This is an optimization exercise on Yosys and OpenROAD, whose aim is small area, not a production implementation. The RTL was checked by simulation tests, not by an equivalence proof against the original design. Power and IR drop assume default switching activity.

<file path="flow/design.v">
module softspi_exp (
    input  wire        clk,
    input  wire        rst,           
    input  wire        cmd_valid,
    output wire        cmd_ready,
    input  wire [31:0] cmd,
    input  wire [31:0] now,           
    output reg         rsp_valid,
    output wire [15:0] rsp_data,
    output reg         rsp_refused,
    output reg         pins_oe,       
    output reg         out_data,
    output reg         out_clk,       
    output wire        out_latch,
    output wire        in_latch,      
    output wire        in_clk,        
    input  wire        in_data,
    output wire        dac_cs,
    output reg         dac_data,
    output wire        adc_convst,
    input  wire        adc_data
);
    localparam [7:0] OP_START = 8'h01, OP_STOP  = 8'h02,
                     OP_WPIN  = 8'h10, OP_WPORT = 8'h11,
                     OP_SCAN  = 8'h20, OP_RPIN  = 8'h21,
                     OP_SETCH = 8'h30,
                     OP_CONV  = 8'h40, OP_RSMP  = 8'h41, OP_RCH = 8'h42,
                     OP_TASK  = 8'h50;
    localparam [3:0] S_IDLE  = 4'd0,
                     S_CFG   = 4'd1,    
                     S_DRV   = 4'd2,    
                     S_LO    = 4'd3,    
                     S_LAT1  = 4'd4,
                     S_LAT0  = 4'd5,
                     S_DCS0  = 4'd6,    
                     S_DT    = 4'd7,    
                     S_DCS1  = 4'd8,
                     S_SLAT0 = 4'd9,    
                     S_SLAT1 = 4'd10,
                     S_SI    = 4'd11,   
                     S_RCS0  = 4'd12,   
                     S_RS    = 4'd13,   
                     S_RCS1  = 4'd14,
                     S_CV    = 4'd15;   
    reg [3:0]  state;
    reg [3:0]  ph;
    reg [6:0]  bc;
    reg        op_start, op_task;
    reg [4:0]  idx;          
    reg        val;          
    reg [23:0] out_state;
    reg        out_z;        
    reg [15:0] in_s;         
    reg        in_z;         
    reg [15:0] aw [0:7];     
    reg [2:0]  aoff;
    reg        adc_z;        
    reg        pend, pflag;  
    reg [31:0] last;
    reg        primed;
    reg        enabled;
    reg [16:0] dv;           
    reg        rk_pin, rk_ch;
    integer i;
    wire [7:0]  c_op  = cmd[31:24];
    wire [7:0]  c_idx = cmd[15:8];
    wire [7:0]  c_ch  = cmd[23:16];
    reg c_legal;
    always @(*) begin
        case (c_op)
            OP_START, OP_STOP, OP_SCAN, OP_CONV, OP_RSMP, OP_TASK:
                c_legal = (cmd[23:0] == 24'd0);
            OP_WPIN:
                c_legal = (cmd[23:16] == 8'd0) && (cmd[7:1] == 7'd0);
            OP_RPIN, OP_RCH:
                c_legal = (cmd[23:16] == 8'd0) && (cmd[7:0] == 8'd0);
            OP_WPORT, OP_SETCH:
                c_legal = 1'b1;
            default:
                c_legal = 1'b0;
        endcase
    end
    wire idle   = (state == S_IDLE);
    wire accept = cmd_valid && idle;
    wire [32:0] bo;
    wire [31:0] df;
    assign bo[0] = 1'b0;
    genvar g;
    generate
        for (g = 0; g < 32; g = g + 1) begin : g_sub
            assign df[g]   = now[g] ^ last[g] ^ bo[g];
            assign bo[g+1] = (~now[g] & last[g]) | (~(now[g] ^ last[g]) & bo[g]);
        end
    endgenerate
    wire lt30 = ~|df[31:5] & ~(df[4] & df[3] & df[2] & df[1]);
    wire due    = primed || !lt30;
    assign cmd_ready = idle;
    wire in_si = (state == S_SI);
    wire in_rs = (state == S_RS);
    assign out_latch  = (state == S_LAT0);
    assign in_latch   = !((state == S_SLAT1) || in_rs || (state == S_RCS1));
    assign in_clk     = !((in_si && ph != 4'd0) ||
                          (in_rs && (ph == 4'd1 || ph == 4'd2 || ph == 4'd3 || ph == 4'd4)));
    assign dac_cs     = !((state == S_DT) || (state == S_DCS1));
    assign adc_convst = !((state == S_CV) && ph != 4'd0);
    wire [2:0]  rsel = idx[2:0] + aoff;
    reg  [15:0] rd_ch;
    reg         rd_in;
    always @(*) begin
        rd_ch = 16'd0;
        for (i = 0; i < 8; i = i + 1)
            rd_ch = rd_ch | (aw[i] & {16{rsel == i}});
        rd_in = 1'b0;
        for (i = 0; i < 16; i = i + 1)
            rd_in = rd_in | (in_s[i] & ({~idx[3], idx[2:0]} == i));
    end
    assign rsp_data = (rd_ch & {16{rk_ch && !adc_z}}) |
                      {15'd0, rd_in & rk_pin & !in_z};
    wire lo_bit = (bc[4:0] == idx) ? val : (!out_z && out_state[23]);
    reg init_bit;
    always @(*) begin
        case (idx[2:0])
            3'd0:    init_bit = (bc[4:0] == 5'd21) || (bc[4:0] == 5'd1) || (bc[4:0] == 5'd0);
            3'd1:    init_bit = (bc[4:0] == 5'd21) || (bc[4:0] == 5'd20) || (bc[4:0] == 5'd1) || (bc[4:0] == 5'd0);
            3'd2:    init_bit = (bc[4:0] >= 5'd15) && (bc[4:0] <= 5'd20);
            3'd3:    init_bit = (bc[4:0] == 5'd21) || (bc[4:0] == 5'd20) || (bc[4:0] == 5'd19) || (bc[4:0] == 5'd0);
            default: init_bit = (bc[4:0] == 5'd17);
        endcase
    end
    wire dt_bit = op_start ? init_bit :
                  (bc[4:0] >= 5'd17) ? ((bc[4:0] == 5'd20) || (bc[4:0] == 5'd19)) : dv[0];
    reg [16:0] dv_load;
    always @(*) begin
        for (i = 0; i < 17; i = i + 1)
            dv_load[(70 + 51 - 3 * i) % 17] = cmd[i];
    end
    wire [2:0] cpos = ~bc[6:4] + aoff;    
    wire       wr   = pflag && (cpos[1:0] == 2'b11);
    wire       wr_a = wr && cpos[2];      
    wire       wr_b = wr && !cpos[2];     
    always @(posedge clk) begin
        aw[0] <= wr_a ? {aw[7][14:0], pend} : aw[7];
        aw[1] <= aw[0];
        aw[2] <= aw[1];
        aw[3] <= aw[2];
        aw[4] <= wr_b ? {aw[3][14:0], pend} : aw[3];
        aw[5] <= aw[4];
        aw[6] <= aw[5];
        aw[7] <= aw[6];
        dv    <= idle ? dv_load : {dv[0], dv[16:1]};
        if (in_rs && ph == 4'd3)
            pend <= adc_data;
    end
    always @(posedge clk) begin
        if (rst) begin
            state     <= S_IDLE;
            ph        <= 4'd0;
            aoff      <= 3'd0;
            pflag     <= 1'b0;
            out_z     <= 1'b1;
            in_z      <= 1'b1;
            adc_z     <= 1'b1;
            primed    <= 1'b0;
            enabled   <= 1'b0;
            rsp_valid <= 1'b0;
            pins_oe   <= 1'b0;
            out_data  <= 1'b0;
            out_clk   <= 1'b0;
            dac_data  <= 1'b0;
        end else begin
            aoff        <= aoff + 3'd1;
            rsp_valid   <= 1'b0;
            rsp_refused <= 1'b0;
            rk_pin      <= 1'b0;
            rk_ch       <= 1'b0;
            ph          <= 4'd0;
            if (wr)
                pflag <= 1'b0;
            case (state)
            S_IDLE: begin
                op_start <= (c_op == OP_START);
                op_task  <= (c_op == OP_TASK);
                idx      <= cmd[12:8] | {5{cmd[28] & cmd[24]}};
                val      <= cmd[0];
                bc       <= 7'd23;
                if (accept) begin
                    if (!c_legal) begin
                        rsp_refused <= 1'b1;
                        rsp_valid   <= 1'b1;
                    end else begin
                        case (c_op)
                        OP_START: state <= S_CFG;
                        OP_STOP: begin
                            pins_oe   <= 1'b0;
                            in_z      <= 1'b1;
                            out_z     <= 1'b1;
                            enabled   <= 1'b0;
                            rsp_valid <= 1'b1;
                        end
                        OP_WPIN: begin
                            if (c_idx < 8'd24)
                                state <= S_LO;
                            else
                                rsp_valid <= 1'b1;
                        end
                        OP_WPORT: begin
                            out_state <= cmd[23:0];
                            out_z     <= 1'b0;
                            state     <= S_LO;
                        end
                        OP_SCAN:  state <= S_SLAT0;
                        OP_RPIN: begin
                            rk_pin    <= (c_idx < 8'd16);
                            rsp_valid <= 1'b1;
                        end
                        OP_SETCH: begin
                            if (c_ch < 8'd2)
                                state <= S_DCS0;
                            else
                                rsp_valid <= 1'b1;
                        end
                        OP_CONV:  state <= S_CV;
                        OP_RSMP:  state <= S_RCS0;
                        OP_RCH: begin
                            rk_ch     <= (c_idx < 8'd8);
                            rsp_valid <= 1'b1;
                        end
                        OP_TASK: begin
                            if (enabled && due) begin
                                last   <= now;
                                primed <= 1'b0;
                                state  <= S_SLAT0;
                            end else begin
                                rsp_valid <= 1'b1;
                            end
                        end
                        default: rsp_valid <= 1'b1;
                        endcase
                    end
                end
            end
            S_CFG: begin
                pins_oe <= 1'b1;
                state   <= S_DRV;
            end
            S_DRV: begin
                out_data <= 1'b0;
                out_clk  <= 1'b0;
                dac_data <= 1'b0;
                out_z    <= 1'b1;
                in_z     <= 1'b1;
                adc_z    <= 1'b1;
                state    <= S_LO;
            end
            S_LO: begin
                ph <= ph + 4'd1;
                if (ph == 4'd0) begin
                    out_data  <= lo_bit;
                    out_state <= {out_state[22:0], lo_bit};
                end
                if (ph == 4'd3)
                    out_clk <= 1'b0;
                if (ph == 4'd4) begin
                    out_clk <= 1'b1;
                    ph      <= 4'd0;
                    bc      <= bc - 7'd1;
                    if (bc[4:0] == 5'd0)
                        state <= S_LAT1;
                end
            end
            S_LAT1: begin
                out_z <= 1'b0;
                state <= S_LAT0;
            end
            S_LAT0: begin
                bc <= 7'd23;
                if (op_start)
                    state <= S_DCS0;
                else begin
                    rsp_valid <= 1'b1;
                    state     <= S_IDLE;
                end
            end
            S_DCS0: begin
                bc    <= 7'd23;
                state <= S_DT;
            end
            S_DT: begin
                ph <= ph + 4'd1;
                if (ph == 4'd0)
                    dac_data <= dt_bit;
                if (ph == 4'd1)
                    out_clk <= 1'b1;
                if (ph == 4'd2) begin
                    out_clk <= 1'b0;
                    ph      <= 4'd0;
                    bc      <= bc - 7'd1;
                    if (bc[4:0] == 5'd0)
                        state <= S_DCS1;
                end
            end
            S_DCS1: begin
                if (op_start && idx[2:0] != 3'd4) begin
                    idx   <= idx + 5'd1;
                    state <= S_DCS0;
                end else begin
                    if (op_start) begin
                        primed  <= 1'b1;
                        enabled <= 1'b1;
                    end
                    rsp_valid <= 1'b1;
                    state     <= S_IDLE;
                end
            end
            S_SLAT0: state <= S_SLAT1;
            S_SLAT1: begin
                bc    <= 7'd15;
                state <= S_SI;
            end
            S_SI: begin
                ph <= ph + 4'd1;
                if (ph == 4'd4)
                    in_s <= {in_s[14:0], in_data};
                if (ph == 4'd8) begin
                    ph <= 4'd0;
                    bc <= bc - 7'd1;
                    if (bc[3:0] == 4'd0) begin
                        in_z <= 1'b0;
                        if (op_task)
                            state <= S_RCS0;
                        else begin
                            rsp_valid <= 1'b1;
                            state     <= S_IDLE;
                        end
                    end
                end
            end
            S_RCS0: begin
                bc    <= 7'd0;
                state <= S_RS;
            end
            S_RS: begin
                ph <= ph + 4'd1;
                if (ph == 4'd0)
                    bc <= bc - 7'd1;
                if (ph == 4'd3)
                    pflag <= 1'b1;
                if (ph == 4'd6) begin
                    ph <= 4'd0;
                    if (bc == 7'd0)
                        state <= S_RCS1;
                end
            end
            S_RCS1: begin
                adc_z <= 1'b0;
                if (op_task)
                    state <= S_CV;
                else begin
                    rsp_valid <= 1'b1;
                    state     <= S_IDLE;
                end
            end
            S_CV: begin
                ph <= ph + 4'd1;
                if (ph == 4'd3) begin
                    rsp_valid <= 1'b1;
                    state     <= S_IDLE;
                end
            end
            default: state <= S_IDLE;
            endcase
        end
    end
endmodule
</file>
<file path="flow/run.sh">
#!/bin/bash
# synth_recipe.tcl (not shown) runs the flow's synth.tcl, then flattens the netlist and writes it again
# the make line also repeats each setting of config.mk as NAME=value (left out here)
make -C /OpenROAD-flow-scripts/flow DESIGN_CONFIG=/design/flow/config.mk WORK_HOME=/design/flow/orfs CLKGATE_MAP_FILE= SYNTH_SCRIPT=/design/flow/synth_recipe.tcl finish
</file>
<file path="flow/config.mk">
export PLATFORM = sky130hd
export DESIGN_NAME = softspi_exp
export DESIGN_NICKNAME = softspi_exp
export VERILOG_FILES = /design/flow/design.v
export SDC_FILE = /design/flow/constraint.sdc
export NUM_CORES = 4
export LEC_CHECK = 0
export CAP_MARGIN = 20
export CORE_MARGIN = 2
export CORE_UTILIZATION = 40
export SLEW_MARGIN = 20
</file>
<file path="flow/constraint.sdc">
create_clock -name core_clock -period 10.0 [get_ports {clk}]
set_input_delay 2.0000 -clock core_clock [delete_from_list [all_inputs] [get_ports {clk}]]
set_output_delay 2.0000 -clock core_clock [all_outputs]
set_load 0.01 [all_outputs]
</file>
==> flow_summary.json, run 1 <==
{
  "cp_top_family": "adder cells",
  "rr_endpoint": "last[23]$_DFFE_PP_",
  "status": "failed layout checks",
  "ctsHtreeMaxLevel": 1,
  "tritoncts": "built",
  "whs_ns": 0.342,
  "pin_count": 97,
  "nets": 1182,
  "synth_mux_area_share_pct": 5.93,
  "maxSlewViolCount": 0,
  "wl_um": 25600,
  "hp-start": "aw[2][0]$_DFF_P_",
  "path_buf_inv": 4,
  "cts_root_buffer": "clkbuf_16",
  "crit_path_end_kind": "flop",
  "seq_area_mm2": 0.00608,
  "synth_compound_area_share_pct": 13.4,
  "fill_cells": 2444,
  "worst_pin_slew_ns": 0.968,
  "ys_top_cells_by_area": "dfxtp_1, edfxtp_1, fa_1, mux2_2, a22oi_1",
  "path_class": "primary input to flop",
  "num_rows": 60,
  "wl_per_cell_um": 17.9,
  "leakage_uw": 0.00480,
  "multi_input_area_mm2": 0.00465,
  "syn_area_mm2": 0.0109,
  "fmaxAchievable_ghz": 0.0761,
  "max_cap_viol_count": 0,
  "synthArstFlopShare_pct": 0,
  "area_delta_synth_final_pct": 22.7,
  "start_util_pct": 40.6,
  "synth_xor_area_share_pct": 1.84,
  "clock_skew_ns": 0.00745,
  "fp.dieW_um": 169,
  "cts_buffers": 28,
  "yosys_warnings": 2,
  "holdBufCountCts": 0,
  "core_area_mm2": 0.0270,
  "rr_startpoint": "last[0]$_DFFE_PP_",
  "grt_first_pass_wirelength_um": 41200,
  "synth_top_area_share_pct": 30.5,
  "avgViaCountPerCell": 5.37,
  "synth.most_common_cell": "dfxtp_1",
  "io_buffers": 96,
  "cp-start-kind": "primary input",
  "dpl.hpwl_um": 17000,
  "rsz0062_at_grt": "yes",
  "critPathRequiredTime_ns": 10.25,
  "synthAdderAreaFrac_pct": 7.68,
  "highest_layer": "met4",
  "fin_area_mm2": 0.0134,
  "post-route-period-util_pct": 131,
  "ff2ff_path_depth": 39,
  "p_seq_share_pct": 47.9,
  "ys_types": 68,
  "synth_top_area_cell": "dfxtp_1",
  "crit_top_cell": "fa_2",
  "dieArea_mm2": 0.0287,
  "setup_viol": 38,
  "syn_area_per_cell_um2": 11.3,
  "grt.overflow.total": 0,
  "n_antenna_cell": 0,
  "clk_pin_slew_ns": 0.06,
  "gp_congestion": 0.865,
  "cp_data_arrival_time_ns": 13.39,
  "clockPowerShare_pct": 45.7,
  "hold_end": "aw[3][0]$_DFF_P_",
  "reg2reg_slack_ns": -2.00,
  "drtIter0Drc": 398,
  "cell_internal_pwr_uw": 1770,
  "synth_edf_count": 91,
  "dr_wl_met2_um": 12400,
  "critPathSlowestCell": "fa_2",
  "met1_length_um": 11500,
  "remaining_drc_errors": 0,
  "grtUsageTotal_pct": 17.9,
  "detail-route-antenna-nets": 0,
  "wl_met3_um": 1280,
  "setup_ws_ns": -3.14,
  "period_needed_ns": 13.14,
  "drive_gt1_share_pct": 17.2,
  "floorplan.die.height_um": 169,
  "synth_commonest_cells": "dfxtp_1, nand2_1, edfxtp_1",
  "crit_fanout": 8,
  "placed_cell_area_mm2": 0.0124,
  "syn-instance-count": 967,
  "check-failures": "setup timing",
  "first_global_vias": 7785,
  "antenna_found_initial": 0,
  "synth-seq-cells": 258,
  "cts.sinks": 258,
  "syn-num-nets": 1084,
  "clk_path_buf_depth": 3,
  "min_delay_path_depth": 0,
  "synth_top_family_by_area": "compound AO/OA/AOI/OAI gates",
  "powerDensity_mw_per_mm2": 171,
  "yosys.area_share.simple_pct": 12.2,
  "grt_max_degree": 31,
  "vias": 7667,
  "slowest_delay_ns": 0.37,
  "power.share.combinational_pct": 6.3,
  "hold_path.class": "flop to flop",
  "hold_viol": 0,
  "synth-main-ff-cell": "dfxtp_1",
  "insertion_delay_ns": 0.54,
  "place_ws_ns": -4.00,
  "slew_headroom_pct": 35.4,
  "seq_area_frac_synth_pct": 55.5,
  "switchingPower_uw": 518,
  "ir_drop_mv": 0.0980,
  "swShare_pct": 22.6,
  "dr.pass1.iters": 6
}
==> flip-flops by register name (all words and copies together) (netlist names), 3 cells and up <==
register   count
ph             4
idx            5
state          4
aoff           3
in_s          16
aw           128
dv            17
bc             7
last          32
out_state     24
==> worst max path at each step <==
stage / start / endpoint / slack, ns / cells past startpoint
6_report: now[0] / last[23]$_DFFE_PP_ / -3.14 / 40
2_1_floorplan: now[0] / last[0]$_DFFE_PP_ / -3.70 / 37
4_1_cts: now[0] / last[23]$_DFFE_PP_ / -3.12 / 41
3_3_place_gp: now[0] / last[14]$_DFFE_PP_ / -3.87 / 39
5_1_grt: now[0] / last[23]$_DFFE_PP_ / -3.42 / 40
3_5_place_dp: now[0] / last[0]$_DFFE_PP_ / -4.00 / 39
==> power by group through the flow <==
stage | Clock [µW] | Combinational (µW) | Sequential, µW
finish | 1050 | 145 | 1100
global route | 1110 | 160 | 1100
CTS | 1070 | 147 | 1100
detailed placement | 0 | 146 | 1120
global placement | 0 | 145 | 1120
floorplan | 0 | 75.9 | 1120
==> logic make-up after synthesis <==
group,count (synthesis)
buffers and inverters,98
multiplexers,58
AND/OR/NAND/NOR,272
flip-flops,258
AO/OA/AOI/OAI,210
adder cells (fa/ha/maj),48
XOR/XNOR,23
==> layer usage <==
| layer | up-vias | track usage (%) |
|---|---|---|
| li1 | 3710 | - |
| met1 | 3712 | 23.3 |
| met2 | 206 | 31.4 |
| met3 | 39 | 2.96 |
| met4 | 0 | 3.90 |
| met5 | - | 0 |
==> repair_timing <==
action / CTS / global route
endpoints found under the setup margin: 38 / 38
pin swaps: 1 / 0
gates resized for setup: 19 / 7
buffers inserted: 4 / 1
gates cloned: 2 / 0
==> placed cells by master, fill, tap and decap left out, types with 19 or more instances in the layout <==
master / n
mux2_2: 55
nor2_1: 51
dfxtp_1: 167
a22oi_1: 71
nand2_1: 96
fa_2: 30
a21oi_1: 36
inv_1: 48
nor3_1: 19
clkdlybuf4s50_1: 92
o21ai_0: 29
clkbuf_16: 30
edfxtp_1: 91
==> area by class of cell <==
type / count / share of cell area, %
multi-input combinational: 611 / 34.6
tap: 341 / 3.17
timing repair buffer: 116 / 8.52
sequential: 258 / 45.2
inverter: 50 / 1.40
clock buffer: 37 / 6.01
clock inverter: 15 / 1.08
==> metrics by stage <==
step                      TNS, ns  cells  utilization, %  total power, µW
after floorplan           -135.95    967               -             1190
after global placement    -145.70   1371            46.0             1270
after detailed placement  -150.84   1371            46.0             1270
after CTS                 -116.04   1429            49.9             2320
after global routing      -128.30   1428            49.9             2370
final                     -117.69   1428            49.9             2290
==> inputs of run 2 (changes only) <==
--- a/flow/design.v
+++ b/flow/design.v
@@ -84,4 +84,4 @@
     wire accept = cmd_valid && idle;
-    wire [32:0] bo;
-    wire [31:0] df;
+    wire [5:0] bo;
+    wire [4:0] df;
     assign bo[0] = 1'b0;
@@ -89,3 +89,3 @@
     generate
-        for (g = 0; g < 32; g = g + 1) begin : g_sub
+        for (g = 0; g < 5; g = g + 1) begin : g_sub
             assign df[g]   = now[g] ^ last[g] ^ bo[g];
@@ -94,3 +94,6 @@
     endgenerate
-    wire lt30 = ~|df[31:5] & ~(df[4] & df[3] & df[2] & df[1]);
+    wire [31:5] xu = now[31:5] ^ last[31:5];
+    wire [30:5] gu = ~now[30:5] & last[30:5];
+    wire up_ok = (xu[5] == bo[5]) && (xu[31:6] == gu[30:5]);
+    wire lt30  = up_ok && !(df[4] && df[3] && df[2] && df[1]);
     wire due    = primed || !lt30;
@@ -169,2 +172,5 @@
             dac_data  <= 1'b0;
+            rsp_refused <= 1'b0;
+            rk_pin    <= 1'b0;
+            rk_ch     <= 1'b0;
         end else begin
--- a/flow/config.mk
+++ b/flow/config.mk
@@ -10,2 +10,4 @@
 export CORE_UTILIZATION = 40
+export CTS_BUF_LIST = sky130_fd_sc_hd__clkbuf_2 sky130_fd_sc_hd__clkbuf_4
+export CTS_CLUSTER_SIZE = 30
 export SLEW_MARGIN = 20
==> run 2 against run 1 <==
  * The run now finishes clean
  * Power fell by 0.42%
  * Count of clock-buffer cells in the layout is 68 higher
  * Maximum frequency up 110%
  * Clock skew increased by 0.051 ns
  * Setup slack improved by 7.0 ns
  * Flip-flop and latch count unchanged
  * Non-clock buffer count fell by 1
  * Wire length increased by 4.2%
  * Critical endpoint is now rsp_data[0]
  * Largest cell class unchanged
==> flow_summary.json, run 2 <==
{
  "pin_count": 97,
  "slew_headroom_pct": 35.6,
  "whs_ns": 0.312,
  "period_needed_ns": 6.13,
  "floorplan.die.height_um": 171,
  "nets": 1271,
  "grtUsageTotal_pct": 18.5,
  "syn_area_mm2": 0.0112,
  "maxSlewViolCount": 0,
  "clk_pin_slew_ns": 0.07,
  "powerDensity_mw_per_mm2": 168,
  "grt.overflow.total": 0,
  "synth_top_area_cell": "dfxtp_1",
  "critPathRequiredTime_ns": 8.00,
  "tritoncts": "built",
  "io_buffers": 96,
  "seq_area_mm2": 0.00605,
  "cts_root_buffer": "clkbuf_4",
  "synth-main-ff-cell": "dfxtp_1",
  "ys_top_cells_by_area": "dfxtp_1, edfxtp_1, mux2_2, ha_1, a22oi_1",
  "dpl.hpwl_um": 17800,
  "fill_cells": 2586,
  "cts.repair.resized": 0,
  "fmaxAchievable_ghz": 0.163,
  "cp_cell_sequence": "ha_1, fa_1, xnor2_1, xnor2_1, nor3_2, buf_4, a22oi_1, and3_1, o32ai_1, clkdlybuf4s50_1",
  "ctsHtreeMaxLevel": 3,
  "worst_pin_slew_ns": 0.960,
  "gp_congestion": 0.871,
  "largestRegisters": "aw (128), last (32), out_state (24)",
  "synthArstFlopShare_pct": 0,
  "first_global_vias": 8371,
  "clk_path_buf_depth": 3,
  "synth.most_common_cell": "dfxtp_1",
  "synth_edf_count": 88,
  "vias": 8267,
  "cp-start-kind": "flop",
  "ir_drop_mv": 0.0802,
  "antenna_found_initial": 1,
  "max_cap_viol_count": 0,
  "syn-instance-count": 1014,
  "clock_skew_ns": 0.0587,
  "fp.dieW_um": 171,
  "crit_path_end_kind": "output port",
  "syn-num-nets": 1131,
  "dieArea_mm2": 0.0293,
  "hold_viol": 0,
  "dr.pass1.iters": 6,
  "seq_area_frac_synth_pct": 54.1,
  "cp_data_arrival_time_ns": 4.13,
  "remaining_drc_errors": 0,
  "synth-seq-cells": 258,
  "core_area_mm2": 0.0276,
  "drive_gt1_share_pct": 16.7,
  "detail-route-antenna-nets": 0,
  "synth_commonest_cells": "dfxtp_1, nand2_1, edfxtp_1",
  "grt_first_pass_wirelength_um": 43000,
  "area_delta_synth_final_pct": 21.5,
  "setup_tns_ns": 0,
  "num_rows": 61,
  "layout.cells.most_common_list": "dfxtp_1, clkbuf_4, clkdlybuf4s50_1, nand2_1, edfxtp_1",
  "cts_buffers": 72,
  "insertion_delay_ns": 0.70,
  "cts.sinks": 258,
  "setup_viol": 0,
  "yosys_warnings": 2,
  "wl_um": 26700,
  "critPathSlowestCell": "clkdlybuf4s50_1",
  "largest_register_ff_count": 128,
  "syn_area_per_cell_um2": 11.0,
  "start_util_pct": 40.4,
  "rsz0062_at_grt": "no",
  "cts_setup_buffers": 0,
  "synth_top_area_share_pct": 30.5,
  "slowest_delay_ns": 0.61,
  "avgViaCountPerCell": 5.19,
  "multi_input_area_mm2": 0.00476,
  "post-route-period-util_pct": 61.3,
  "crit_fanout": 10,
  "ys_types": 71,
  "final_common_cell": "dfxtp_1",
  "regMostFlops": "aw",
  "holdBufCountCts": 0,
  "wl_per_cell_um": 16.8,
  "hold_path.class": "flop to flop",
  "grt_max_degree": 36,
  "path_class": "flop to output port",
  "crit_top_cell": "xnor2_1",
  "status": "finished clean",
  "leakage_uw": 0.00506,
  "drtIter0Drc": 457
}
==> run 2: area by class of cell <==
cell class / count / share of cell area, %
antenna: 2 / 0.0369
timing repair buffer: 115 / 8.13
clock inverter: 27 / 1.48
multi-input combinational: 654 / 35.1
clock buffer: 105 / 5.80
inverter: 53 / 1.46
sequential: 258 / 44.5
tap: 378 / 3.48
==> run 2: power by group <==
| part | internal, µW | switching, µW | total (µW) |
|---|---|---|---|
| sequential | 1090 | 8.35 | 1100 |
| clock | 566 | 461 | 1030 |
| combinational | 67.4 | 89.1 | 157 |
==> run 2: kinds of logic (layout without fill, tap and decap cells) <==
family | Yosys count | after routing | synth area share [%]
muxes | 59 | 59 | 5.90
adders and majority gates | 48 | 48 | 5.78
buffers and inverters | 102 | 300 | 3.57
DFF | 258 | 258 | 54.1
xor gates and xnor gates | 49 | 49 | 3.97
AOI/OAI and AO/OA | 219 | 219 | 13.8
other | 0 | 2 | 0
and+or+nand+nor | 279 | 279 | 12.9
==> run 2: path summary, 6_finish.rpt <==
| check | start | slack, ns | end | cells past startpoint |
|---|---|---|---|---|
| setup / recovery | idx[0]$_DFFE_PP_ | 3.87 | rsp_data[0] | 10 |
| hold / removal | aw[2][8]$_DFF_P_ | 0.31 | aw[3][8]$_DFF_P_ | 0 |
| setup reg to reg | state[0]$_SDFFE_PP0P_ | 6.41 | out_state[8]$_DFFE_PP_ | 6 |
| hold reg to reg | aw[2][8]$_DFF_P_ | 0.31 | aw[3][8]$_DFF_P_ | 0 |
==> run 2: worst max-delay path, delay by kind of cell, from the launching register on <==
family	cells	cell delay (ns)
DFF	1	0.51
AOI/OAI and AO/OA	2	0.28
and+or+nand+nor	2	0.71
buffers and inverters	2	0.92
xor gates and xnor gates	2	0.36
adders and majority gates	2	0.68
==> run 2: per-layer routing <==
metal	vias to the layer above	track usage, %	share of wire [%]
li1	4054	-	-
met1	3916	23.8	45
met2	239	30.2	47
met3	58	4.12	5.3
met4	0	7.30	2.7
met5	-	0	0
==> run 2: per-stage QoR <==
step	total power (µW)	instance area, µm²	worst slack [ns]	util [%]	std cells
after floorplan	1200	11200	3.11	-	1014
after global placement	1280	12600	4.30	45.6	1458
after detailed placement	1280	12600	4.21	45.6	1458
after CTS	2310	13600	3.77	49.1	1590
after global routing	2380	13600	3.63	49.2	1592
final	2280	13600	3.87	49.2	1592
==> inputs of run 3 (changes only) <==
--- a/flow/config.mk
+++ b/flow/config.mk
@@ -10,4 +10,3 @@
 export CORE_UTILIZATION = 40
-export CTS_BUF_LIST = sky130_fd_sc_hd__clkbuf_2 sky130_fd_sc_hd__clkbuf_4
-export CTS_CLUSTER_SIZE = 30
+export CTS_BUF_LIST = sky130_fd_sc_hd__clkbuf_4
 export SLEW_MARGIN = 20
==> run 3 against run 2 <==
  * Via count unchanged
  * Sequential share of layout area unchanged
  * First-iteration DRC count unchanged
  * Highest routed layer unchanged
  * Utilization unchanged
  * Design area unchanged
  * Flip-flop and latch count unchanged
  * Largest cell class unchanged
  * Non-clock buffer count unchanged
  * Register-to-register slack about the same
==> flow_summary.json, run 3 <==
{
  "pin_count": 97,
  "yosys_warnings": 2,
  "wl_um": 26700,
  "critPathSlowestCell": "clkdlybuf4s50_1",
  "synth_edf_count": 88,
  "hold_path.class": "flop to flop",
  "clk_pin_slew_ns": 0.07,
  "hold_end": "aw[3][8]$_DFF_P_",
  "ff2ff_path_depth": 6,
  "hp-start": "aw[2][8]$_DFF_P_",
  "holdBufCountCts": 0,
  "drtIter0Drc": 457,
  "vias": 8267,
  "post-route-period-util_pct": 61.3,
  "regMostFlops": "aw",
  "area_delta_synth_final_pct": 21.5,
  "clk_path_buf_depth": 3,
  "syn-instance-count": 1014,
  "core_area_mm2": 0.0276,
  "tritoncts": "built",
  "cp_cell_sequence": "ha_1, fa_1, xnor2_1, xnor2_1, nor3_2, buf_4, a22oi_1, and3_1, o32ai_1, clkdlybuf4s50_1",
  "syn_area_per_cell_um2": 11.0,
  "synth_commonest_cells": "dfxtp_1, nand2_1, edfxtp_1",
  "cp_top_family": "buffers and inverters",
  "synthArstFlopShare_pct": 0,
  "placed_cell_area_mm2": 0.0126,
  "cts_root_buffer": "clkbuf_4",
  "gp_congestion": 0.871,
  "setup_viol": 0,
  "path_class": "flop to output port",
  "crit_top_cell": "xnor2_1",
  "antenna_found_initial": 1,
  "layout.cells.most_common_list": "dfxtp_1, clkbuf_4, clkdlybuf4s50_1, nand2_1, edfxtp_1",
  "cp_data_arrival_time_ns": 4.13,
  "ys_types": 71,
  "cp-start-kind": "flop",
  "grt.overflow.total": 0,
  "period_needed_ns": 6.13,
  "largest_register_ff_count": 128,
  "ctsHtreeMaxLevel": 3,
  "cts.sinks": 258,
  "cts_buffers": 72,
  "syn-num-nets": 1131,
  "insertion_delay_ns": 0.70,
  "crit_path_start": "idx[0]$_DFFE_PP_",
  "start_util_pct": 40.4,
  "syn_area_mm2": 0.0112,
  "dieArea_mm2": 0.0293,
  "ir_drop_mv": 0.0802,
  "seq_area_frac_synth_pct": 54.1,
  "status": "finished clean",
  "slew_headroom_pct": 35.6,
  "leakage_uw": 0.00506,
  "ys_top_cells_by_area": "dfxtp_1, edfxtp_1, mux2_2, ha_1, a22oi_1",
  "rsz0062_at_grt": "no",
  "floorplan.die.height_um": 171,
  "dr.pass1.iters": 6,
  "remaining_drc_errors": 0,
  "fin_area_mm2": 0.0136,
  "setup_tns_ns": 0,
  "reg2reg_slack_ns": 6.41,
  "dpl.hpwl_um": 17800,
  "hold_viol": 0,
  "max_cap_viol_count": 0,
  "path_buf_inv": 2,
  "min_delay_path_depth": 0,
  "post-route-util_pct": 49.2,
  "grt_first_pass_wirelength_um": 43000,
  "synth_top_area_cell": "dfxtp_1",
  "worst_pin_slew_ns": 0.960,
  "first_global_vias": 8371,
  "fp.dieW_um": 171,
  "slowest_delay_ns": 0.61,
  "clock_skew_ns": 0.0587,
  "maxSlewViolCount": 0,
  "synth-main-ff-cell": "dfxtp_1",
  "multi_input_area_mm2": 0.00476,
  "wl_per_cell_um": 16.8,
  "nets": 1271,
  "cts.repair.resized": 0,
  "io_buffers": 96,
  "synth_top_area_share_pct": 30.5,
  "final_common_cell": "dfxtp_1",
  "fmaxAchievable_ghz": 0.163,
  "powerDensity_mw_per_mm2": 168,
  "grt_max_degree": 36,
  "rr_endpoint": "out_state[8]$_DFFE_PP_",
  "grtUsageTotal_pct": 18.5,
  "drive_gt1_share_pct": 16.7,
  "cts_setup_buffers": 0,
  "avgViaCountPerCell": 5.19,
  "rr_startpoint": "state[0]$_SDFFE_PP0P_",
  "crit_fanout": 10,
  "seq_area_mm2": 0.00605,
  "num_rows": 61,
  "synth.most_common_cell": "dfxtp_1",
  "fill_cells": 2586,
  "critPathRequiredTime_ns": 8.00,
  "synth-seq-cells": 258,
  "detail-route-antenna-nets": 0,
  "crit_path_end_kind": "output port",
  "largestRegisters": "aw (128), last (32), out_state (24)"
}
run 3: how the worst max path moves through the flow:
stage	end	slack [ns]	depth (start not counted)
after detailed placement	last[2]$_DFFE_PP_	4.21	13
after floorplan	last[0]$_DFFE_PP_	3.11	11
after global placement	last[9]$_DFFE_PP_	4.30	13
after CTS	rsp_data[0]	3.77	10
after global routing	rsp_data[0]	3.63	10
final	rsp_data[0]	3.87	10
run 3: layer usage:
layer  GRT usage (%)  vias up  routed length, µm
met5               0        -                  0
met2            30.2      239              12500
met3            4.12       58               1410
met4            7.30        0                720
met1            23.8     3916              12100
li1                -     4054                  -
run 3: per-stage QoR:
step	hold WS, ns	std cells	worst slack, ns	power, µW
3_3_place_gp	0.334	1458	4.30	1280
5_1_grt	0.316	1592	3.63	2380
4_1_cts	0.310	1590	3.77	2310
6_report	0.312	1592	3.87	2280
2_1_floorplan	0.331	1014	3.11	1200
3_5_place_dp	0.337	1458	4.21	1280
run 3: cells by family (layout without fill, tap and decap cells):
group                    after synthesis  in the layout  synth area share [%]
multiplexers                          59             59                  5.90
buffers and inverters                102            300                  3.57
adder cells (fa/ha/maj)               48             48                  5.78
flip-flops                           258            258                  54.1
XOR/XNOR                              49             49                  3.97
AND/OR/NAND/NOR                      279            279                  12.9
other                                  0              2                     0
AO/OA/AOI/OAI                        219            219                  13.8
run 3: power breakdown:
| group | leakage (µW) | internal (µW) | switching [µW] |
|---|---|---|---|
| Clock | 0.000577 | 566 | 461 |
| Combinational | 0.00231 | 67.4 | 89.1 |
| Sequential | 0.00217 | 1090 | 8.35 |
run 3: final cells by class:
| class | instances | area share (%) |
|---|---|---|
| inverters | 53 | 1.46 |
| flip-flops and latches | 258 | 44.5 |
| clock buffers | 105 | 5.80 |
| repair buffers | 115 | 8.13 |
| clock inverters | 27 | 1.48 |
| multi-input cells | 654 | 35.1 |
| well taps | 378 | 3.48 |
| diodes | 2 | 0.0369 |
==> inputs of run 4 (changes only) <==
--- a/flow/config.mk
+++ b/flow/config.mk
@@ -10,3 +10,2 @@
 export CORE_UTILIZATION = 40
-export CTS_BUF_LIST = sky130_fd_sc_hd__clkbuf_4
 export SLEW_MARGIN = 20
==> run 4 against run 3 <==
  * Sequential power about the same
  * Critical path type unchanged
  * Clock power about the same
  * Via count decreased by 3.5%
  * Maximum frequency increased by 2.4%
  * Setup slack improved by 0.15 ns
  * Register-to-register slack improved by 0.02 ns
  * Non-clock buffer count unchanged
  * Final cell count decreased by 5.2%
==> flow_summary.json, run 4 <==
{
  "status": "finished clean",
  "grt_first_pass_wirelength_um": 42000,
  "floorplan.die.height_um": 171,
  "fill_cells": 2547,
  "fmaxAchievable_ghz": 0.167,
  "vias": 7978,
  "synth.most_common_cell": "dfxtp_1",
  "start_util_pct": 40.4,
  "ir_drop_mv": 0.111,
  "leakage_uw": 0.00495,
  "tritoncts": "built",
  "nets": 1227,
  "grt_max_degree": 36,
  "insertion_delay_ns": 0.54,
  "cts.repair.resized": 0,
  "syn-instance-count": 1014,
  "holdBufCountCts": 0,
  "placed_cell_area_mm2": 0.0126,
  "cts_setup_buffers": 0,
  "io_buffers": 96,
  "grtUsageTotal_pct": 17.9,
  "first_global_vias": 7921,
  "rr_startpoint": "state[0]$_SDFFE_PP0P_",
  "final_common_cell": "dfxtp_1",
  "gp_congestion": 0.871,
  "ff2ff_path_depth": 6,
  "hold_viol": 0,
  "seq_area_frac_synth_pct": 54.1,
  "maxSlewViolCount": 0,
  "n_antenna_cell": 0,
  "wl_um": 26100,
  "crit_path_end_kind": "output port",
  "drive_gt1_share_pct": 11.7,
  "powerDensity_mw_per_mm2": 170,
  "synth-seq-cells": 258,
  "ctsHtreeMaxLevel": 1,
  "period_needed_ns": 5.98,
  "fin_area_mm2": 0.0135,
  "path_class": "flop to output port",
  "core_area_mm2": 0.0276,
  "syn-num-nets": 1131,
  "synthArstFlopShare_pct": 0,
  "rr_endpoint": "out_state[10]$_DFFE_PP_",
  "synth_top_area_share_pct": 30.5,
  "remaining_drc_errors": 0,
  "crit_path_start": "idx[0]$_DFFE_PP_",
  "endpoint": "rsp_data[0]",
  "drtIter0Drc": 503,
  "syn_area_mm2": 0.0112,
  "hold_path.class": "flop to flop",
  "dpl.hpwl_um": 17800,
  "worst_pin_slew_ns": 0.916,
  "cp_data_arrival_time_ns": 3.98,
  "setup_viol": 0,
  "reg2reg_slack_ns": 6.43,
  "grt.overflow.total": 0,
  "critPathRequiredTime_ns": 8.00,
  "max_cap_viol_count": 0,
  "wl_per_cell_um": 17.3,
  "rsz0062_at_grt": "no",
  "dieArea_mm2": 0.0293,
  "ys_top_cells_by_area": "dfxtp_1, edfxtp_1, mux2_2, ha_1, a22oi_1",
  "clock_skew_ns": 0.0129,
  "avgViaCountPerCell": 5.29,
  "post-route-period-util_pct": 59.8,
  "yosys_warnings": 2,
  "antenna_found_initial": 0,
  "power_uw": 2310,
  "synth_edf_count": 88,
  "synth_top_area_cell": "dfxtp_1",
  "cts_buffers": 28,
  "slew_headroom_pct": 38.5,
  "num_rows": 61,
  "whs_ns": 0.348,
  "detail-route-antenna-nets": 0,
  "crit_fanout": 10,
  "layout.cells.most_common_list": "dfxtp_1, clkdlybuf4s50_1, nand2_1, edfxtp_1, mux2_2",
  "dr.pass1.iters": 6,
  "cp-start-kind": "flop",
  "fp.dieW_um": 171,
  "cts.sinks": 258,
  "regMostFlops": "aw",
  "largest_register_ff_count": 128,
  "clk_path_buf_depth": 3,
  "area_delta_synth_final_pct": 21.1,
  "ys_types": 71,
  "pin_count": 97,
  "clk_pin_slew_ns": 0.06,
  "cts_root_buffer": "clkbuf_16",
  "syn_area_per_cell_um2": 11.0,
  "largestRegisters": "aw (128), last (32), out_state (24)",
  "setup_tns_ns": 0,
  "synth-main-ff-cell": "dfxtp_1",
  "synth_commonest_cells": "dfxtp_1, nand2_1, edfxtp_1"
}
run 4: cell counts after synthesis:
Identical to the previous run, type by type.
run 4: power breakdown:
group	internal [µW]	switching, µW	total (µW)
clock network	636	416	1050
registers	1090	8.39	1100
logic	67.4	88.9	156
run 4: routing by layer:
layer  vias up  part of all wire [%]  wire length, µm  GRT usage (%)
met5         -                     0                0              0
met4         0                   2.5              658           4.72
met3        47                   4.3             1120           2.71
met2       200                    47            12300           29.9
met1      3811                    46            12000           24.2
li1       3920                     -                -              -
run 4: how the worst min path moves through the flow:
stage | startpoint | to | slack, ns | cells past startpoint
floorplan | aw[0][11]$_DFF_P_ | aw[1][11]$_DFF_P_ | 0.33 | 0
global placement | aw[2][12]$_DFF_P_ | aw[3][12]$_DFF_P_ | 0.33 | 0
detailed placement | aw[2][11]$_DFF_P_ | aw[3][11]$_DFF_P_ | 0.34 | 0
CTS | aw[6][3]$_DFF_P_ | aw[7][3]$_DFF_P_ | 0.35 | 0
global route | aw[2][11]$_DFF_P_ | aw[3][11]$_DFF_P_ | 0.35 | 0
finish | aw[2][13]$_DFF_P_ | aw[3][13]$_DFF_P_ | 0.35 | 0
run 4: logic make-up (layout without fill, tap and decap cells):
kind of cell	count (synthesis)	in the layout	synth area share [%]
xor+xnor	49	49	3.97
mux	59	59	5.90
flops	258	258	54.1
fa+ha+maj	48	48	5.78
compound gates	219	219	13.8
buf+inv	102	219	3.57
simple gates	279	279	12.9
run 4: area by class of cell:
cell class	instances	area (µm²)	share of cell area [%]
multi-input cells	654	4760	35.2
clock inverters	13	151	1.12
inverters	53	199	1.47
repair buffers	115	1100	8.15
clock buffers	38	800	5.91
well taps	378	473	3.49
flip-flops and latches	258	6050	44.7
run 4: critical path, stage by stage (launching register included):
cell and delay, ns:
edfxtp_1 0.51, ha_1 0.26, fa_1 0.42, xnor2_1 0.21
xnor2_1 0.15, nor3_2 0.50, buf_4 0.31, a22oi_1 0.08
and3_1 0.19, o32ai_1 0.21, clkdlybuf4s50_1 0.61
run 4: metrics by stage:
step / util [%] / cells / setup WS (ns)
floorplan: - / 1014 / 3.11
global placement: 45.6 / 1458 / 4.30
detailed placement: 45.6 / 1458 / 4.21
CTS: 49.0 / 1509 / 3.93
global route: 49.0 / 1509 / 3.77
finish: 49.0 / 1509 / 4.02
==> inputs of run 5 (changes only) <==
==> flow/flow/run.sh (new file) <==
#!/bin/bash
# Own layout flow: the standard ORFS flow (standard.sh), with
#  - port buffers of the smallest buffer cell (every port still gets one),
#  - clock tree synthesis without dummy loads, from small clock buffers.
# Each tool's full output goes to a log file in this folder; ORFS keeps its
# per-step logs under orfs/logs.
set -euo pipefail
export BUFFER_PORTS_ARGS="-buffer_cell sky130_fd_sc_hd__buf_1"
export CTS_ARGS="-sink_clustering_enable -repair_clock_nets -dont_use_dummy_load -buf_list {sky130_fd_sc_hd__clkbuf_4 sky130_fd_sc_hd__clkbuf_8}"
bash standard.sh > standard_finish.log 2>&1
==> flow/standard.sh (new file) <==
#!/bin/bash
# synth_recipe.tcl (not shown) runs the flow's synth.tcl, then flattens the netlist and writes it again
# the make line also repeats each setting of config.mk as NAME=value (left out here)
make -C /OpenROAD-flow-scripts/flow DESIGN_CONFIG=/design/flow/config.mk WORK_HOME=/design/flow/orfs CLKGATE_MAP_FILE= SYNTH_SCRIPT=/design/flow/synth_recipe.tcl "${@:-finish}"
removed: flow/run.sh
==> run 5 against run 4 <==
  * Critical endpoint unchanged
  * Clock power down 27%
  * Via count grew 0.69%
  * Final cell count decreased by 0.46%
  * Largest cell class unchanged
  * Power shrank 13%
  * Synthesized cell count unchanged
  * Clock skew rose by 0.063 ns
  * Wire length is 0.30% lower
  * Area after synthesis is the same
  * Flip-flop and latch count unchanged
  * Sequential power about the same
  * Die area stayed put
  * Design area shrank 6.9%
==> flow_summary.json, run 5 <==
{
  "status": "finished clean",
  "dieArea_mm2": 0.0293,
  "drive_gt1_share_pct": 11.9,
  "leakage_uw": 0.00454,
  "final_common_cell": "dfxtp_1",
  "first_global_vias": 8056,
  "period_needed_ns": 5.65,
  "cts_setup_buffers": 0,
  "fp.dieW_um": 171,
  "clock_skew_ns": 0.0759,
  "dr.pass1.iters": 5,
  "drtIter0Drc": 496,
  "tritoncts": "built",
  "synth_edf_count": 88,
  "nets": 1243,
  "io_buffers": 96,
  "remaining_drc_errors": 0,
  "synth-main-ff-cell": "dfxtp_1",
  "cp_data_arrival_time_ns": 3.65,
  "fin_area_mm2": 0.0126,
  "syn-instance-count": 1014,
  "grt_max_degree": 36,
  "setup_tns_ns": 0,
  "path_class": "flop to output port",
  "powerDensity_mw_per_mm2": 159,
  "largestRegisters": "aw (128), last (32), out_state (24)",
  "cp-start-kind": "flop",
  "ir_drop_mv": 0.102,
  "core_area_mm2": 0.0276,
  "rr_startpoint": "last[1]$_DFFE_PP_",
  "gp_congestion": 0.880,
  "ys_top_cells_by_area": "dfxtp_1, edfxtp_1, mux2_2, ha_1, a22oi_1",
  "n_antenna_cell": 0,
  "syn_area_per_cell_um2": 11.0,
  "cts.sinks": 258,
  "synth_commonest_cells": "dfxtp_1, nand2_1, edfxtp_1",
  "ctsHtreeMaxLevel": 2,
  "dpl.hpwl_um": 17700,
  "rr_endpoint": "last[4]$_DFFE_PP_",
  "synth.most_common_cell": "dfxtp_1",
  "synthArstFlopShare_pct": 0,
  "synth-seq-cells": 258,
  "synth_top_area_cell": "dfxtp_1",
  "critPathSlowestCell": "nor2_2",
  "syn-num-nets": 1131,
  "endpoint": "rsp_data[0]",
  "pin_count": 97,
  "cts.repair.resized": 0,
  "floorplan.die.height_um": 171,
  "whs_ns": 0.319,
  "syn_area_mm2": 0.0112,
  "crit_path_end_kind": "output port",
  "place_ws_ns": 4.57,
  "insertion_delay_ns": 0.55,
  "holdBufCountCts": 0,
  "post-route-period-util_pct": 56.5,
  "largest_register_ff_count": 128,
  "wl_um": 26000,
  "grt.overflow.total": 0,
  "setup_ws_ns": 4.35,
  "setup_viol": 0,
  "worst_pin_slew_ns": 0.963,
  "slew_headroom_pct": 35.4,
  "grt_first_pass_wirelength_um": 42000,
  "wl_per_cell_um": 17.3,
  "regMostFlops": "aw",
  "detail-route-antenna-nets": 0,
  "cts_buffers": 45,
  "vias": 8033,
  "synth_top_area_share_pct": 30.5,
  "crit_fanout": 16,
  "rsz0062_at_grt": "no",
  "hold_viol": 0,
  "crit_top_cell": "xnor2_1",
  "critPathRequiredTime_ns": 8.00,
  "maxSlewViolCount": 0,
  "crit_path_start": "idx[0]$_DFFE_PP_",
  "ff2ff_path_depth": 12,
  "placed_cell_area_mm2": 0.0120,
  "clk_pin_slew_ns": 0.06,
  "yosys_warnings": 2,
  "num_rows": 61,
  "slowest_delay_ns": 0.77,
  "cp_cell_sequence": "ha_1, fa_1, xnor2_1, xnor2_1, nor2_2, a22oi_1, and3_1, o32ai_1, buf_1",
  "avgViaCountPerCell": 5.35,
  "seq_area_frac_synth_pct": 54.1,
  "start_util_pct": 40.4,
  "cts_root_buffer": "clkbuf_8",
  "antenna_found_initial": 0,
  "fmaxAchievable_ghz": 0.177,
  "max_cap_viol_count": 0,
  "clk_path_buf_depth": 3,
  "reg2reg_slack_ns": 6.49,
  "area_delta_synth_final_pct": 12.8,
  "layout.cells.most_common_list": "dfxtp_1, buf_1, nand2_1, edfxtp_1, mux2_2",
  "grtUsageTotal_pct": 18.0,
  "hold_path.class": "flop to flop",
  "ys_types": 71
}
## run 5: cell counts after synthesis
Identical to the previous run, type by type.
## run 5: area by class of cell
class | instances | area [µm²]
fill | 2652 | 15000
sequential | 258 | 6050
multi-input combinational | 654 | 4770
clock buffer | 45 | 619
timing repair buffer | 114 | 495
tap | 378 | 473
inverter | 53 | 199
## run 5: worst min path at each step
| stage | slack (ns) | end | cells past startpoint | start |
|---|---|---|---|---|
| floorplan | 0.33 | aw[1][11]$_DFF_P_ | 0 | aw[0][11]$_DFF_P_ |
| global placement | 0.33 | aw[2][0]$_DFF_P_ | 0 | aw[1][0]$_DFF_P_ |
| detailed placement | 0.34 | aw[3][12]$_DFF_P_ | 0 | aw[2][12]$_DFF_P_ |
| CTS | 0.31 | aw[1][3]$_DFF_P_ | 0 | aw[0][3]$_DFF_P_ |
| global route | 0.32 | aw[1][3]$_DFF_P_ | 0 | aw[0][3]$_DFF_P_ |
| finish | 0.32 | aw[1][3]$_DFF_P_ | 0 | aw[0][3]$_DFF_P_ |
## run 5: routing by layer
layer / up-vias / track usage, % / wire (µm)
met5: - / 0 / 0
met4: 0 / 4.72 / 465
met3: 44 / 3.26 / 1270
met2: 213 / 30.5 / 12400
met1: 3856 / 23.7 / 11900
li1: 3920 / - / -
## run 5: critical path, delay by kind of cell, from the launching register on
kind | cells | cell delay (ns)
AND/OR/NAND/NOR | 2 | 1.01
AO/OA/AOI/OAI | 2 | 0.38
buffers and inverters | 1 | 0.19
flip-flops | 1 | 0.50
XOR/XNOR | 2 | 0.37
adder cells (fa/ha/maj) | 2 | 0.67
## run 5: cells by family (layout without fill, tap and decap cells)
logic type | Yosys count | after routing | share of synthesized area (%)
fa+ha+maj | 48 | 48 | 5.78
simple gates | 279 | 279 | 12.9
buf+inv | 102 | 212 | 3.57
xor+xnor | 49 | 49 | 3.97
flops | 258 | 258 | 54.1
mux | 59 | 59 | 5.90
compound gates | 219 | 219 | 13.8
## run 5: report_power, final
group | switching, µW | total [µW] | internal (µW)
sequential | 8.31 | 1100 | 1090
clock | 369 | 764 | 395
combinational | 90.3 | 139 | 48.6
## run 5: metrics by stage
step,power [µW],util [%],cells
after global placement,1260,43.4,1457
after detailed placement,1260,43.4,1457
final,2000,45.6,1502
after floorplan,1200,-,1014
after CTS,2030,45.6,1502
after global routing,2090,45.6,1502
==> inputs of run 6 (changes only) <==
--- a/flow/flow/run.sh
+++ b/flow/flow/run.sh
@@ -8,3 +8,3 @@
 export BUFFER_PORTS_ARGS="-buffer_cell sky130_fd_sc_hd__buf_1"
-export CTS_ARGS="-sink_clustering_enable -repair_clock_nets -dont_use_dummy_load -buf_list {sky130_fd_sc_hd__clkbuf_4 sky130_fd_sc_hd__clkbuf_8}"
+export CTS_ARGS="-sink_clustering_enable -repair_clock_nets -dont_use_dummy_load -buf_list {sky130_fd_sc_hd__clkbuf_4}"
 bash standard.sh > standard_finish.log 2>&1
==> run 6 against run 5 <==
  * Hold slack got worse by 0.0084 ns
  * Die area unchanged
  * First-iteration DRC count decreased by 6.5%
  * Register-to-register slack got worse by 0.04 ns
  * Design area decreased by 0.59%
  * Non-clock buffer count unchanged
==> flow_summary.json, run 6 <==
{
  "status": "finished clean",
  "slowest_delay_ns": 0.74,
  "holdBufCountCts": 0,
  "cts_root_buffer": "clkbuf_4",
  "cp_cell_sequence": "ha_1, fa_1, xnor2_1, xnor2_1, nor2_2, a22oi_1, and3_1, o32ai_1, buf_1",
  "powerDensity_mw_per_mm2": 155,
  "remaining_drc_errors": 0,
  "setup_viol": 0,
  "ctsHtreeMaxLevel": 3,
  "cp_data_arrival_time_ns": 3.72,
  "start_util_pct": 40.4,
  "leakage_uw": 0.00455,
  "rsz0062_at_grt": "no",
  "synth_compound_area_share_pct": 13.8,
  "reg2reg_slack_ns": 6.45,
  "critPathRequiredTime_ns": 8.00,
  "synthAdderAreaFrac_pct": 5.78,
  "io_buffers": 96,
  "regMostFlops": "aw",
  "ys_types": 71,
  "pin_count": 97,
  "synth_edf_count": 88,
  "grtUsageTotal_pct": 18.3,
  "fmaxAchievable_ghz": 0.175,
  "fill_cells": 2670,
  "crit_path_end_kind": "output port",
  "tritoncts": "built",
  "detail-route-antenna-nets": 0,
  "clk_pin_slew_ns": 0.06,
  "syn_area_per_cell_um2": 11.0,
  "grt.overflow.total": 0,
  "fp.dieW_um": 171,
  "cts_setup_buffers": 0,
  "synth-seq-cells": 258,
  "layout.cells.most_common_list": "dfxtp_1, buf_1, nand2_1, edfxtp_1, clkbuf_4",
  "largestRegisters": "aw (128), last (32), out_state (24)",
  "yosys_warnings": 2,
  "core_area_mm2": 0.0276,
  "grt_max_degree": 36,
  "cp-start-kind": "flop",
  "max_cap_viol_count": 0,
  "crit_top_cell": "xnor2_1",
  "area_delta_synth_final_pct": 12.1,
  "nets": 1270,
  "dieArea_mm2": 0.0293,
  "syn-instance-count": 1014,
  "clock_skew_ns": 0.0895,
  "period_needed_ns": 5.72,
  "antenna_found_initial": 1,
  "crit_fanout": 16,
  "synth.most_common_cell": "dfxtp_1",
  "seq_area_frac_synth_pct": 54.1,
  "slew_headroom_pct": 37.2,
  "largest_register_ff_count": 128,
  "avgViaCountPerCell": 5.35,
  "synth_commonest_cells": "dfxtp_1, nand2_1, edfxtp_1",
  "maxSlewViolCount": 0,
  "path_class": "flop to output port",
  "grt_first_pass_wirelength_um": 42400,
  "cts.repair.resized": 0,
  "ir_drop_mv": 0.0689,
  "drtIter0Drc": 464,
  "ys_top_cells_by_area": "dfxtp_1, edfxtp_1, mux2_2, ha_1, a22oi_1",
  "num_rows": 61,
  "critPathSlowestCell": "nor2_2",
  "placed_cells": 1457,
  "insertion_delay_ns": 0.66,
  "worst_pin_slew_ns": 0.936,
  "syn_area_mm2": 0.0112,
  "clk_path_buf_depth": 3,
  "gp_congestion": 0.880,
  "dr.pass1.iters": 6,
  "vias": 8187,
  "wl_um": 26200,
  "stdcell_count": 1531,
  "cts_buffers": 72,
  "synth_xor_area_share_pct": 3.97,
  "synth_top_family_by_area": "compound AO/OA/AOI/OAI gates",
  "post-route-period-util_pct": 57.2,
  "drive_gt1_share_pct": 14.0,
  "final_common_cell": "dfxtp_1",
  "wl_per_cell_um": 17.1,
  "cts.sinks": 258,
  "synth-main-ff-cell": "dfxtp_1",
  "setup_tns_ns": 0,
  "synthArstFlopShare_pct": 0,
  "synth_mux_area_share_pct": 5.90,
  "dpl.hpwl_um": 17700,
  "hold_viol": 0,
  "floorplan.die.height_um": 171,
  "synth_top_area_cell": "dfxtp_1",
  "syn-num-nets": 1131,
  "hold_path.class": "flop to flop",
  "first_global_vias": 8293,
  "yosys.area_share.simple_pct": 12.9,
  "synth_top_area_share_pct": 30.5
}
-- run 6: final cells by class --
type / count / area (µm²) / share of cell area, %
tap: 378 / 473 / 3.78
multi-input combinational: 654 / 4770 / 38.1
sequential: 258 / 6050 / 48.3
antenna: 2 / 5.00 / 0.0400
clock buffer: 72 / 541 / 4.32
inverter: 53 / 199 / 1.59
timing repair buffer: 114 / 495 / 3.96
-- run 6: power by group --
| part | leakage [µW] | internal, µW | switching (µW) | total (µW) |
|---|---|---|---|---|
| logic | 0.00205 | 48.7 | 89.7 | 138 |
| registers | 0.00217 | 1090 | 8.27 | 1100 |
| clock network | 0.000331 | 326 | 375 | 701 |
-- run 6: kinds of logic (layout without fill, tap and decap cells) --
logic type | count (synthesis) | count (layout)
DFF | 258 | 258
xor gates and xnor gates | 49 | 49
other | 0 | 2
buffers and inverters | 102 | 239
muxes | 59 | 59
adders and majority gates | 48 | 48
AOI/OAI and AO/OA | 219 | 219
and+or+nand+nor | 279 | 279
-- run 6: worst paths after layout --
check	startpoint	end	cells past startpoint
min reg2reg	aw[4][14]$_DFF_P_	aw[5][14]$_DFF_P_	0
min	aw[4][14]$_DFF_P_	aw[5][14]$_DFF_P_	0
max	idx[0]$_DFFE_PP_	rsp_data[0]	9
max reg2reg	last[1]$_DFFE_PP_	last[22]$_DFFE_PP_	12
-- run 6: critical path: cells and delay by family (launching register included) --
kind            cells  cell delay [ns]
buf+inv             1             0.19
simple gates        2             0.98
fa+ha+maj           2             0.67
flops               1             0.51
compound gates      2             0.38
xor+xnor            2             0.37
-- run 6: per-stage QoR --
step                power (µW)  hold WS (ns)  worst slack [ns]  instance area [µm²]  util (%)
finish                    1940         0.311              4.28                12500      45.3
global route              2030         0.301              3.98                12500      45.3
CTS                       1970         0.292              4.19                12500      45.3
detailed placement        1260         0.337              4.57                12000      43.4
global placement          1260         0.333              4.65                12000      43.4
floorplan                 1200         0.331              3.11                11200         -
-- run 6: per-layer routing --
layer  GRT usage (%)  vias up  wire (µm)  part of all wire, %
met3            4.07       42       1410                  5.4
met1            23.6     3909      11700                   45
met5               0        -          0                    0
met4            6.23        0        528                  2.0
met2            30.4      240      12600                   48
li1                -     3996          -                    -
==> inputs of run 7 (changes only) <==
--- a/flow/flow/run.sh
+++ b/flow/flow/run.sh
@@ -8,3 +8,3 @@
 export BUFFER_PORTS_ARGS="-buffer_cell sky130_fd_sc_hd__buf_1"
-export CTS_ARGS="-sink_clustering_enable -repair_clock_nets -dont_use_dummy_load -buf_list {sky130_fd_sc_hd__clkbuf_4}"
+export CTS_ARGS="-sink_clustering_enable -repair_clock_nets -dont_use_dummy_load -sink_clustering_size 24 -sink_clustering_max_diameter 80 -buf_list {sky130_fd_sc_hd__clkbuf_8 sky130_fd_sc_hd__clkbuf_16}"
 bash standard.sh > standard_finish.log 2>&1
==> run 7 against run 6 <==
  * Wire length decreased by 2.6%
  * Design area is 1.2% lower
  * Combinational power about the same
  * Via count fell by 4.1%
  * Die area did not move
  * Hold slack improved by 0.029 ns
  * Flip-flop and latch count did not move
  * Clock power fell by 13%
  * First-iteration DRC count shrank 5.6%
  * Largest power group unchanged
==> flow_summary.json, run 7 <==
{
  "status": "finished clean",
  "worst_pin_slew_ns": 0.951,
  "ir_drop_mv": 0.0790,
  "cp-start-kind": "flop",
  "hold_path.class": "flop to flop",
  "hp-start": "aw[0][3]$_DFF_P_",
  "max_cap_viol_count": 0,
  "seq_area_frac_synth_pct": 54.1,
  "crit_path_end_kind": "output port",
  "synth-seq-cells": 258,
  "dpl.hpwl_um": 17700,
  "grt.overflow.total": 0,
  "cts.sinks": 258,
  "cts.repair.resized": 0,
  "syn-num-nets": 1131,
  "cts_setup_buffers": 0,
  "ys_types": 71,
  "switchingPower_uw": 425,
  "ctsHtreeMaxLevel": 1,
  "clockPowerShare_pct": 33.2,
  "hold_viol": 0,
  "syn-instance-count": 1014,
  "leakage_uw": 0.00442,
  "powerDensity_mw_per_mm2": 149,
  "detail-route-antenna-nets": 0,
  "endpoint": "rsp_data[0]",
  "path_class": "flop to output port",
  "p_seq_share_pct": 59.4,
  "largest_register_ff_count": 128,
  "setup_tns_ns": 0,
  "synth_edf_count": 88,
  "ys_top_cells_by_area": "dfxtp_1, edfxtp_1, mux2_2, ha_1, a22oi_1",
  "dieArea_mm2": 0.0293,
  "floorplan.die.height_um": 171,
  "remaining_drc_errors": 0,
  "drive_gt1_share_pct": 9.59,
  "cts_root_buffer": "clkbuf_16",
  "final_common_cell": "dfxtp_1",
  "rsz0062_at_grt": "no",
  "yosys_warnings": 2,
  "period_needed_ns": 5.61,
  "layout.cells.most_common_list": "dfxtp_1, buf_1, nand2_1, edfxtp_1, mux2_2",
  "core_area_mm2": 0.0276,
  "n_antenna_cell": 0,
  "swShare_pct": 23.0,
  "cp_data_arrival_time_ns": 3.61,
  "power.share.combinational_pct": 7.5,
  "insertion_delay_ns": 0.49,
  "dr.pass1.iters": 5,
  "grtUsageTotal_pct": 17.6,
  "crit_fanout": 16,
  "maxSlewViolCount": 0,
  "cts_buffers": 16,
  "setup_viol": 0,
  "placed_cells": 1457,
  "vias": 7849,
  "holdBufCountCts": 0,
  "reg2reg_slack_ns": 6.49,
  "synth.most_common_cell": "dfxtp_1",
  "wl_um": 25500,
  "largestRegisters": "aw (128), last (32), out_state (24)",
  "nets": 1214,
  "syn_area_mm2": 0.0112,
  "wl_per_cell_um": 17.3,
  "avgViaCountPerCell": 5.33,
  "num_rows": 61,
  "area_delta_synth_final_pct": 10.8,
  "synth_commonest_cells": "dfxtp_1, nand2_1, edfxtp_1",
  "synth_top_area_cell": "dfxtp_1",
  "io_buffers": 96,
  "clock_skew_ns": 0.0320,
  "gp_congestion": 0.880,
  "slew_headroom_pct": 36.2,
  "rr_endpoint": "last[2]$_DFFE_PP_",
  "whs_ns": 0.340,
  "tritoncts": "built",
  "post-route-period-util_pct": 56.1,
  "syn_area_per_cell_um2": 11.0,
  "grt_first_pass_wirelength_um": 41200,
  "clk_path_buf_depth": 3,
  "start_util_pct": 40.4,
  "clk_pin_slew_ns": 0.09,
  "synth-main-ff-cell": "dfxtp_1",
  "first_global_vias": 7778,
  "antenna_found_initial": 0,
  "rr_startpoint": "last[1]$_DFFE_PP_",
  "synth_top_area_share_pct": 30.5,
  "regMostFlops": "aw",
  "fp.dieW_um": 171,
  "critPathRequiredTime_ns": 8.00,
  "crit_path_start": "idx[0]$_DFFE_PP_",
  "synthArstFlopShare_pct": 0,
  "cell_internal_pwr_uw": 1420,
  "stdcell_count": 1473,
  "pin_count": 97,
  "ff2ff_path_depth": 12,
  "grt_max_degree": 36,
  "drtIter0Drc": 438,
  "fmaxAchievable_ghz": 0.178
}
-- run 7: cell counts after synthesis --
Identical to the previous run, type by type.
-- run 7: cells by family (layout without fill, tap and decap cells) --
group	after synthesis	after routing	synth area share, %
AOI/OAI and AO/OA	219	219	13.8
xor gates and xnor gates	49	49	3.97
adders and majority gates	48	48	5.78
buffers and inverters	102	183	3.57
DFF	258	258	54.1
muxes	59	59	5.90
and+or+nand+nor	279	279	12.9
-- run 7: worst min-delay path by stage --
stage                         to  slack [ns]  cells after the start
3_3_place_gp    aw[2][0]$_DFF_P_        0.33                      0
2_1_floorplan  aw[1][11]$_DFF_P_        0.33                      0
4_1_cts         aw[5][1]$_DFF_P_        0.34                      0
3_5_place_dp   aw[3][12]$_DFF_P_        0.34                      0
5_1_grt         aw[1][3]$_DFF_P_        0.35                      0
6_report        aw[1][3]$_DFF_P_        0.34                      0
-- run 7: power groups by stage --
stage / registers [µW] / clock network [µW] / logic (µW)
final: 1100 / 613 / 138
after CTS: 1100 / 634 / 140
after global placement: 1120 / 0 / 138
after global routing: 1100 / 665 / 154
after floorplan: 1120 / 0 / 84.1
after detailed placement: 1120 / 0 / 139
-- run 7: per-layer routing --
layer	wire (µm)	track usage [%]	up-vias	share of wire [%]
met5	0	0	-	0
met4	454	3.57	0	1.8
met3	965	2.22	24	3.8
met2	12100	30.2	162	48
met1	12000	23.9	3797	47
li1	-	-	3866	-
-- run 7: layout make-up --
class / count / area, µm²
flip-flops and latches: 258 / 6050
fillers: 2658 / 15200
inverters: 53 / 199
multi-input cells: 654 / 4770
repair buffers: 114 / 495
clock buffers: 16 / 400
well taps: 378 / 473
-- run 7: critical path: stages (launching register included) --
cell      delay, ns
edfxtp_1       0.51
ha_1           0.26
fa_1           0.41
xnor2_1        0.21
xnor2_1        0.16
nor2_2         0.77
a22oi_1        0.19
and3_1         0.24
o32ai_1        0.19
buf_1          0.19
-- run 7: per-stage QoR --
step | cell area, µm² | setup WS, ns | power (µW) | util (%)
2_1_floorplan | 11200 | 3.11 | 1200 | -
3_3_place_gp | 12000 | 4.65 | 1260 | 43.4
3_5_place_dp | 12000 | 4.57 | 1260 | 43.4
4_1_cts | 12400 | 4.35 | 1870 | 44.8
5_1_grt | 12400 | 4.14 | 1920 | 44.8
6_report | 12400 | 4.39 | 1850 | 44.8

==> separate check: timing with driven ports <==
Ports are ideal in the flow. The routed layouts listed here were re-timed in OpenROAD.
Step 1 assumes that a clkbuf_16 drives the clock port and a buf_2 every other input.
Step 2 also shifts input and output timing later by t, the mid clock arrival at the registers, as if the neighbouring blocks saw the same clock.
Three values: ideal, step 1, step 2; two values: the first two.
run | shift t [ns] | setup WS [ns] | worst register clock-pin slew, ns
run 1 | 0.583 | -3.142 / -3.133 / -3.715 | 0.06 / 0.06
run 2 | 0.706 | 3.874 / 3.831 / 4.216 | 0.07 / 0.07
run 3 | 0.706 | 3.874 / 3.831 / 4.216 | 0.07 / 0.07
run 4 | 0.581 | 4.020 / 3.974 / 4.253 | 0.06 / 0.06
run 5 | 0.556 | 4.345 / 4.302 / 4.591 | 0.06 / 0.06
run 6 | 0.670 | 4.283 / 4.238 / 4.568 | 0.07 / 0.07
run 7 | 0.524 | 4.385 / 4.338 / 4.629 | 0.09 / 0.09
For run 1, which loses most, drivers alone change the setup slack by +0.009 ns; drivers and shift together by -0.573 ns.
